From an optimization exercise on the open Yosys and OpenROAD flow, aimed at small area; shortcuts taken in it are not production practice. Function not checked in this run: the RTL went through the layout flow alone. Power is estimated from default activity; no workload was simulated.

<file path="flow/config.mk">
export PLATFORM = sky130hd
export DESIGN_NAME = kuber_ctr
export DESIGN_NICKNAME = kuber_ctr
export VERILOG_FILES = /design/flow/design.v
export SDC_FILE = /design/flow/constraint.sdc
export NUM_CORES = 4
export LEC_CHECK = 0
export CAP_MARGIN = 20
export CORE_MARGIN = 2
export CORE_UTILIZATION = 35
export SLEW_MARGIN = 20
</file>
<file path="flow/constraint.sdc">
create_clock -name core_clock -period 10.0 [get_ports {clk}]
set_input_delay 2.0000 -clock core_clock [delete_from_list [all_inputs] [get_ports {clk}]]
set_output_delay 2.0000 -clock core_clock [all_outputs]
set_load 0.01 [all_outputs]
</file>
<file path="flow/design.v">
module kuber_ctr_derive (
    input  wire [127:0] iv,
    input  wire [63:0]  ctr,
    output wire [127:0] out
);
    assign out = iv + {64'd0, ctr};
endmodule
module kuber_ctr (
    input  wire         clk,
    input  wire         rst,           
    input  wire         bus_req,
    input  wire         bus_we,
    input  wire [7:0]   bus_addr,
    input  wire [31:0]  bus_wdata,
    output wire         bus_ready,
    output reg  [31:0]  bus_rdata,
    output wire         prim_req,
    output wire [255:0] prim_key,
    output wire [1:0]   prim_klen,
    output wire [127:0] prim_cb,
    input  wire         prim_ack,
    input  wire         prim_fail,
    input  wire [127:0] prim_ks,
    output wire         out_valid,
    output wire [7:0]   out_data,
    input  wire         out_ready
);
    localparam BUF_MAX = 32;
    localparam IW      = 5;      
    localparam A_ID      = 6'h00, A_CMD     = 6'h01, A_STATUS  = 6'h02, A_DIN     = 6'h03;
    localparam A_CAP     = 6'h04, A_FILL    = 6'h05, A_PAD     = 6'h06, A_OUTCNT  = 6'h07;
    localparam A_OFF_LO  = 6'h08, A_OFF_HI  = 6'h09, A_CTR_LO  = 6'h0A, A_CTR_HI  = 6'h0B;
    localparam A_IOFF_LO = 6'h0C, A_IOFF_HI = 6'h0D, A_BUFREQ  = 6'h0E;
    localparam A_TCNT_LO = 6'h20, A_TCNT_HI = 6'h21;
    localparam PH_UNINIT = 2'd0, PH_OPEN = 2'd1, PH_CLOSED = 2'd2, PH_FAULT = 2'd3;
    localparam E_OK = 4'd0, E_KEY = 4'd1, E_CLOSED = 4'd2, E_PRIM = 4'd3, E_ILLEGAL = 4'd4,
               E_NOT_OPEN = 4'd5, E_FAULTED = 4'd6, E_BUFSIZE = 4'd7, E_OFFLIM = 4'd8,
               E_STATE = 4'd9;
    localparam C_WRITE = 2'd0, C_FLUSH = 2'd1, C_CLOSE = 2'd2;
    localparam S_WRITE = 3'd0,    
               S_PROC  = 3'd1,    
               S_PWAIT = 3'd2,    
               S_PREQ  = 3'd3,    
               S_DRAIN = 3'd4;    
    reg [31:0]  din, ioff_lo, ioff_hi, bufreq, tcnt_lo, tcnt_hi;
    reg [255:0] key_stg;      
    reg [127:0] iv_stg;       
    reg [127:0] tiv;          
    reg [127:0] div_r;        
    reg [1:0]   phase;
    reg [3:0]   err;
    reg         busy;
    reg [1:0]   cmd;
    reg [2:0]   state;
    reg [31:0]  rem_data;     
    reg [2:0]   rem_cnt;
    reg         blk;
    reg [255:0] key;
    reg [1:0]   klen;
    reg [127:0] biv;
    reg [6:0]   cap;
    reg [63:0]  off;
    reg [6:0]   fill;
    reg [8*BUF_MAX-1:0] buf_in;    
    reg [8*BUF_MAX-1:0] out_mem;
    reg [6:0]   oq_head, oq_tail;
    wire [3:0]  pad     = off[3:0];
    wire [59:0] ctr     = off[63:4];
    wire [6:0]  outcnt  = oq_tail - oq_head;
    wire        oq_empty = (outcnt == 7'd0);
    wire [6:0]  staged  = fill - {3'd0, pad};
    wire [1:0]  sstate  = (phase != PH_OPEN) ? 2'd0 :
                          !oq_empty          ? 2'd2 :
                          (fill > {3'd0, pad}) ? 2'd1 : 2'd0;
    wire        hold    = busy && (state == S_PWAIT || state == S_DRAIN) && !oq_empty;
    wire [31:0] status  = {20'd0, err, 2'd0, hold, busy, sstate, phase};
    wire [5:0]  widx      = bus_addr[7:2];
    wire        cmd_stall = bus_req && bus_we && (widx == A_CMD) && busy;
    assign bus_ready = !cmd_stall;
    wire        wr     = bus_req && bus_we && bus_ready;
    wire        cmd_wr = wr && (widx == A_CMD);
    wire [31:0] w       = bus_wdata;
    wire [7:0]  op      = w[31:24];
    wire        dec_nop    = (w == 32'h0000_0000);
    wire        dec_init   = (op == 8'h01) && (w[23:13] == 11'd0) && (w[7:2] == 6'd0);
    wire        dec_write  = (op == 8'h02) && (w[23:2] == 22'd0);
    wire        dec_flush  = (w == 32'h0300_0000);
    wire        dec_close  = (w == 32'h0400_0000);
    wire        dec_derive = (w == 32'h0500_0000);
    wire [1:0]  w_kl  = w[1:0];
    wire [4:0]  w_ivb = w[12:8];
    wire [2:0]  w_n   = {1'b0, w[1:0]} + 3'd1;
    wire [31:0] req_cap  = {bufreq[31:4], 4'd0};
    wire        cap_ok   = (req_cap >= 32'd16) && (req_cap <= BUF_MAX);
    wire [64:0] off_need = {1'b0, off} + {58'd0, staged} + {62'd0, w_n};
    wire        off_over = off_need[64];
    wire [127:0] derive_out;
    kuber_ctr_derive u_derive (.iv(tiv), .ctr({tcnt_hi, tcnt_lo}), .out(derive_out));
    wire [127:0] cb;
    kuber_ctr_derive u_cb (.iv(biv), .ctr({4'd0, ctr} + {63'd0, blk}), .out(cb));
    wire        last_blk = (fill > 7'd16);   
    wire [63:0] off_next = off + {57'd0, staged};
    reg [127:0] ks_le;
    integer m;
    always @(*) begin
        for (m = 0; m < 16; m = m + 1)
            ks_le[8*m +: 8] = prim_ks[127-8*m -: 8];
    end
    assign prim_req  = busy && (state == S_PREQ);
    assign prim_key  = key;
    assign prim_klen = klen;
    assign prim_cb   = cb;
    assign out_valid = !oq_empty;
    assign out_data  = out_mem[8*oq_head[IW-1:0] +: 8];
    always @(posedge clk) begin
        if (rst) begin
            din <= 32'd0; ioff_lo <= 32'd0; ioff_hi <= 32'd0; bufreq <= 32'd0;
            tcnt_lo <= 32'd0; tcnt_hi <= 32'd0;
            key_stg <= 256'd0; iv_stg <= 128'd0; tiv <= 128'd0; div_r <= 128'd0;
            phase <= PH_UNINIT; err <= E_OK; busy <= 1'b0; cmd <= C_WRITE; state <= S_WRITE;
            rem_data <= 32'd0; rem_cnt <= 3'd0; blk <= 1'b0;
            key <= 256'd0; klen <= 2'd0; biv <= 128'd0; cap <= 7'd0; off <= 64'd0; fill <= 7'd0;
            buf_in <= {8*BUF_MAX{1'b0}};
            oq_head <= 7'd0; oq_tail <= 7'd0;
        end else begin
            if (out_valid && out_ready)
                oq_head <= oq_head + 7'd1;
            if (wr) begin
                case (widx)
                    A_DIN:     din     <= bus_wdata;
                    A_IOFF_LO: ioff_lo <= bus_wdata;
                    A_IOFF_HI: ioff_hi <= bus_wdata;
                    A_BUFREQ:  bufreq  <= bus_wdata;
                    A_TCNT_LO: tcnt_lo <= bus_wdata;
                    A_TCNT_HI: tcnt_hi <= bus_wdata;
                    default: ;
                endcase
                if (widx[5:3] == 3'b010)             
                    key_stg[255-32*widx[2:0] -: 32] <= bus_wdata;
                if (widx[5:2] == 4'b0110)            
                    iv_stg[127-32*widx[1:0] -: 32] <= bus_wdata;
                if (widx[5:2] == 4'b0111)            
                    tiv[127-32*widx[1:0] -: 32] <= bus_wdata;
            end
            if (cmd_wr) begin
                if (dec_nop) begin
                    err <= E_OK;
                end else if (dec_derive) begin
                    div_r <= derive_out;
                    err <= E_OK;
                end else if (dec_init) begin
                    key_stg <= 256'd0;
                    iv_stg  <= 128'd0;
                    if (phase == PH_OPEN)
                        err <= E_STATE;
                    else if (w_kl == 2'd3 || w_ivb != 5'd16)
                        err <= E_KEY;
                    else if (!cap_ok)
                        err <= E_BUFSIZE;
                    else begin
                        key     <= key_stg;
                        klen    <= w_kl;
                        biv     <= iv_stg;
                        cap     <= req_cap[6:0];
                        off     <= {ioff_hi, ioff_lo};
                        fill    <= {3'd0, ioff_lo[3:0]};
                        buf_in  <= {8*BUF_MAX{1'b0}};
                        oq_head <= 7'd0;
                        oq_tail <= 7'd0;
                        phase   <= PH_OPEN;
                        err     <= E_OK;
                    end
                end else if (dec_write || dec_flush || dec_close) begin
                    if (phase == PH_UNINIT)
                        err <= E_NOT_OPEN;
                    else if (phase == PH_CLOSED)
                        err <= E_CLOSED;
                    else if (phase == PH_FAULT) begin
                        if (dec_close) begin
                            phase <= PH_CLOSED;
                            err <= E_OK;
                        end else
                            err <= E_FAULTED;
                    end else if (dec_write) begin
                        if (off_over)
                            err <= E_OFFLIM;
                        else begin
                            busy     <= 1'b1;
                            cmd      <= C_WRITE;
                            state    <= S_WRITE;
                            rem_data <= din;
                            rem_cnt  <= w_n;
                        end
                    end else begin
                        busy  <= 1'b1;
                        cmd   <= dec_flush ? C_FLUSH : C_CLOSE;
                        state <= S_PROC;
                    end
                end else begin
                    err <= E_ILLEGAL;
                end
            end
            if (busy) begin
                case (state)
                    S_WRITE: begin
                        if (fill == cap) begin
                            state <= S_PWAIT;
                        end else if (rem_cnt == 3'd0) begin
                            err  <= E_OK;
                            busy <= 1'b0;
                        end else begin
                            buf_in[8*fill[IW-1:0] +: 8] <= rem_data[31:24];
                            fill     <= fill + 7'd1;
                            rem_data <= {rem_data[23:0], 8'd0};
                            rem_cnt  <= rem_cnt - 3'd1;
                        end
                    end
                    S_PROC: begin
                        if (fill > {3'd0, pad})
                            state <= S_PWAIT;
                        else
                            state <= S_DRAIN;
                    end
                    S_PWAIT: begin
                        if (oq_empty) begin
                            blk   <= 1'b0;
                            state <= S_PREQ;
                        end
                    end
                    S_PREQ: begin
                        if (prim_ack) begin
                            if (prim_fail) begin
                                phase  <= PH_FAULT;
                                key    <= 256'd0;
                                biv    <= 128'd0;
                                buf_in <= {8*BUF_MAX{1'b0}};
                                err    <= E_PRIM;
                                busy   <= 1'b0;
                            end else begin
                                out_mem[128*blk +: 128] <= buf_in[128*blk +: 128] ^ ks_le;
                                if (blk == last_blk) begin
                                    oq_head <= {3'd0, pad};
                                    oq_tail <= fill;
                                    off     <= off_next;
                                    fill    <= {3'd0, off_next[3:0]};
                                    state   <= (cmd == C_WRITE) ? S_WRITE : S_DRAIN;
                                end else begin
                                    blk <= 1'b1;
                                end
                            end
                        end
                    end
                    S_DRAIN: begin
                        if (oq_empty) begin
                            if (cmd == C_CLOSE) begin
                                key    <= 256'd0;
                                biv    <= 128'd0;
                                buf_in <= {8*BUF_MAX{1'b0}};
                                phase  <= PH_CLOSED;
                            end
                            err  <= E_OK;
                            busy <= 1'b0;
                        end
                    end
                    default: state <= S_WRITE;
                endcase
            end
        end
    end
    always @(*) begin
        case (widx)
            A_ID:      bus_rdata = 32'h4B43_5452;
            A_STATUS:  bus_rdata = status;
            A_DIN:     bus_rdata = din;
            A_CAP:     bus_rdata = {25'd0, cap};
            A_FILL:    bus_rdata = {25'd0, fill};
            A_PAD:     bus_rdata = {28'd0, pad};
            A_OUTCNT:  bus_rdata = {25'd0, outcnt};
            A_OFF_LO:  bus_rdata = off[31:0];
            A_OFF_HI:  bus_rdata = off[63:32];
            A_CTR_LO:  bus_rdata = ctr[31:0];
            A_CTR_HI:  bus_rdata = {4'd0, ctr[59:32]};
            A_IOFF_LO: bus_rdata = ioff_lo;
            A_IOFF_HI: bus_rdata = ioff_hi;
            A_BUFREQ:  bus_rdata = bufreq;
            6'h1C:     bus_rdata = tiv[127:96];
            6'h1D:     bus_rdata = tiv[95:64];
            6'h1E:     bus_rdata = tiv[63:32];
            6'h1F:     bus_rdata = tiv[31:0];
            A_TCNT_LO: bus_rdata = tcnt_lo;
            A_TCNT_HI: bus_rdata = tcnt_hi;
            6'h24:     bus_rdata = div_r[127:96];
            6'h25:     bus_rdata = div_r[95:64];
            6'h26:     bus_rdata = div_r[63:32];
            6'h27:     bus_rdata = div_r[31:0];
            default:   bus_rdata = 32'd0;
        endcase
    end
endmodule
</file>
<file path="flow/run.sh">
#!/bin/bash
# synth_recipe.tcl (not shown) runs the flow's synth.tcl, then flattens the netlist and writes it again
# the make line also repeats each setting of config.mk as NAME=value (left out here)
make -C /OpenROAD-flow-scripts/flow DESIGN_CONFIG=/design/flow/config.mk WORK_HOME=/design/flow/orfs CLKGATE_MAP_FILE= SYNTH_SCRIPT=/design/flow/synth_recipe.tcl finish
</file>
==> results by group <==
STA
  – Unrepaired setup endpoints after global routing: no
  – Final Hold Viols: 0
  – Clock Skew: 0.0800 ns
  – Final slew viol count: 0
  – Final Critical Period: about 8.6 ns
  – Worst slew pin tran: roughly 1.2 ns
  – Worst rel slew slack: between 10% and 20%
  – Period utilization: a little under nine tenths
  – Final Setup Violations: 0
  – Fmax: between 100 and 150 MHz

Clock network
  – Clk slew on worst S/H paths: roughly 0.06 ns
  – CTS H-tree depth: 4
  – CTS Root Cell: clkbuf_16
  – Clock Sinks: between 1500 and 2000
  – Post_cts resized: 0
  – Cts hold-fix bufs: 0
  – Clock buffer depth: 3
  – Postcts setup bufs: 0
  – Number of buffers created by CTS: between 150 and 200
  – Clk latency of the worst-skew pair: between 0.8 and 0.9 ns
  – CTS tree: built

Finish
  – Area grow syn2layout: 18.9%
  – Nets: 10227
  – Fraction of layout cells with a size suffix above 1: 7.18%
  – Commonest non-fill, non-tap cell in the layout: nand2_1
  – Most frequent cells in the layout: nand2_1 (1767), dfxtp_1 (1607), a21oi_1 (954), nor2_1 (892), a22oi_1 (659)
  – Register area: between 30000 and 40000 um^2
  – Util after Layout: 41.8%
  – Multi-input logic area: around 42000 um^2
  – Fill cells: 23577

Flow run
  – Maximum Capacitance Violations: 0

Logic synthesis
  – Async SR Flop Fraction: 0%
  – Mapped Avg Cell Area: between 8 and 9 um^2
  – Post-synthesis cell type count: 100
  – Register area share after synthesis: 47.2%
  – Synth Warn #: 1
  – Syn nets: 10024
  – Most used DFF post-synth: dfxtp_1
  – Post-synth EDFFs: between 200 and 300
  – Synthesis-stage register bit count: around 1900
  – Synth Cell Area: 84600 um^2
  – Cell count after synthesis: about 9700

Critical path
  – Crit path capture type: primary output
  – Worst Setup Start Kind: input port
  – Worst-case reg-to-reg path depth: 12
  – Reg-to-Reg End: key[104]
  – Reg2Reg Setup Slack: 3.81 ns
  – Kind of critical path: in2out
  – Worst path arrival time: 6.56 ns
  – Reg-to-Reg Start: oq_head[3]
  – CP Max Fanout: 28
  – CP endpoint: bus_rdata[30]
  – Crit. Startpoint: bus_addr[5]
  – Worst endpoint required time: 8.00 ns

Floorplanning
  – Chip width: approximately 500 um
  – Starting Density: 35.2%
  – I/O Pins: 604
  – CORE AREA: 241000 um^2
  – Row count: 180
  – Die area: ~250000 um^2
  – Die Height: between 400 and 500 um

Routing
  – Routed Antenna Nets: 0
  – Via count: approximately 79000
  – Residual DRC: 0
  – DRT Pass-1 Iters: 6
  – Initial DRC Count: 9998
  – Final WL: between 300000 and 400000 um
  – DR WL/cell: 29.6 um
  – Vias per cell: 5.96

GRT
  – Grt ovf: 0
  – Largest net degree at the start of global routing: between 150 and 200
  – First-pass GRT wire length: 549000 um
  – Vias in the first global route: 74167
  – Total Routing Usage GR: a little under a third
  – Initial antenna violation count: 19

Placement
  – Port bufs: 601
  – Routability congestion estimate: slightly above 1
  – HPWL Detailed: between 200000 and 300000 um

Power and ir drop
  – Total power: 16.4 mW
  – VDD IR max: between 100 and 150 uV
  – Leak: approximately 34 nW
  – PD cells: approximately 160 nW/um^2

Outcome
  – Status: complete, no violations

Hold path
  – Hold crit path type: reg2reg
  – WHS Path Cells: 2
[power by group]
group / internal (mW) / total, mW / leakage (nW) / switching (mW)
Combinational: 0.285 / 0.824 / 15.2 / 0.539
Sequential: 7.60 / 7.63 / 15.3 / 0.0354
Clock: 4.59 / 7.93 / 3.42 / 3.34
Total: 12.5 / 16.4 / 33.9 / 3.91
[Yosys cell counts, types with 34 or more instances]
master    count  area share (%)
nor2_1      913             4.1
a211oi_1     86            0.76
nand4_1     118            0.87
a22o_1      169             1.7
xnor2_1     262             2.7
edfxtp_1    256             9.1
nand3_1     219             1.3
a22oi_1     659             5.8
a32oi_1      34            0.35
buf_1        70            0.31
nand2_1    1777             7.9
mux2i_1     134             1.6
ha_1        163             2.4
a31oi_1      50            0.37
a311oi_1     39            0.40
a21o_1       63            0.56
dfxtp_1    1610              38
nor4_1       58            0.43
a21oi_1     956             5.7
o21ai_0     184             1.1
nor3_1      115            0.68
buf_2        99            0.59
and3_1      111            0.82
clkbuf_1    615             2.7
mux4_2       80             2.1
xor2_1      120             1.2
inv_1       100            0.44
and2_1       76            0.56
a221oi_1     64            0.66
[kinds of logic after synthesis]
| logic type | synth area share, % |
|---|---|
| xor+xnor | 3.95 |
| compound gates | 20.2 |
| simple gates | 18.1 |
| mux | 3.74 |
| fa+ha+maj | 2.67 |
| buf+inv | 4.14 |
| flops | 47.2 |
[layout make-up]
cell class / instances / share of cell area (%)
diodes: 14 / 0.0348
well taps: 3185 / 3.96
inverters: 103 / 0.384
flip-flops and latches: 1866 / 39.7
repair buffers: 795 / 7.66
clock buffers: 280 / 5.65
multi-input cells: 6915 / 41.3
clock inverters: 87 / 1.30
[metal layers]
layer / track usage [%] / share of wire (%)
met5: 0 / 0.013
met4: 21.3 / 8.3
met2: 48.1 / 44
met1: 36.8 / 38
met3: 7.84 / 9.8
[per-stage QoR]
step	area, um^2	hold slack, ns	instances	worst slack (ns)	setup TNS, ns
finish	101000	0.431	13245	1.44	0
global placement	93400	0.438	12859	0.944	0
global route	101000	0.463	13236	1.52	0
CTS	101000	0.441	13230	1.68	0
detailed placement	93500	0.443	12863	1.71	0
floorplan	84600	0.420	9675	-0.225	-57.52
[worst min path at each step]
| stage | from | endpoint | slack, ns |
|---|---|---|---|
| 4_1_cts | iv_stg[119] | biv[119] | 0.44 |
| 3_5_place_dp | key[109] | key[109] | 0.44 |
| 3_3_place_gp | buf_in[0] | buf_in[0] | 0.44 |
| 2_1_floorplan | buf_in[246] | buf_in[246] | 0.42 |
| 5_1_grt | iv_stg[83] | biv[83] | 0.46 |
| 6_report | iv_stg[105] | biv[105] | 0.43 |
[critical path, stage by stage]
cell and delay [ns]:
clkdlybuf4s50_1 0.95, nand2_1 0.33, nor3b_1 0.86, and2_1 0.54
buf_12 0.33, a221oi_1 0.14, and3_1 0.29, nand4_1 0.42
clkdlybuf4s50_1 0.65

port drivers added, routing unchanged:
The flow's constraints put no driver on any port. The routed layout listed below was extracted and timed again, unchanged, in two steps.
Step 1 sets driving cells, clkbuf_16 on the clock port and buf_2 on the other inputs (assumed; they add their load-dependent delay and slew).
Step 2 moves the port delays by t, midway between the first and last clock arrival at a register: inputs arrive t later, outputs are due t later. That takes back most of the time a late clock gives input paths.
Three values: ideal ports, drivers, drivers and shift; two values: the first two.
t (ns): 0.958
slack for setup (ns): 1.437 / 1.232 / 1.232
worst setup path at the end: input to output
worst data-port slew with drivers (ns): 0.21
After both steps this run still meets setup and hold. For this run, drivers alone change the setup slack by -0.205 ns; drivers and shift together by -0.205 ns.
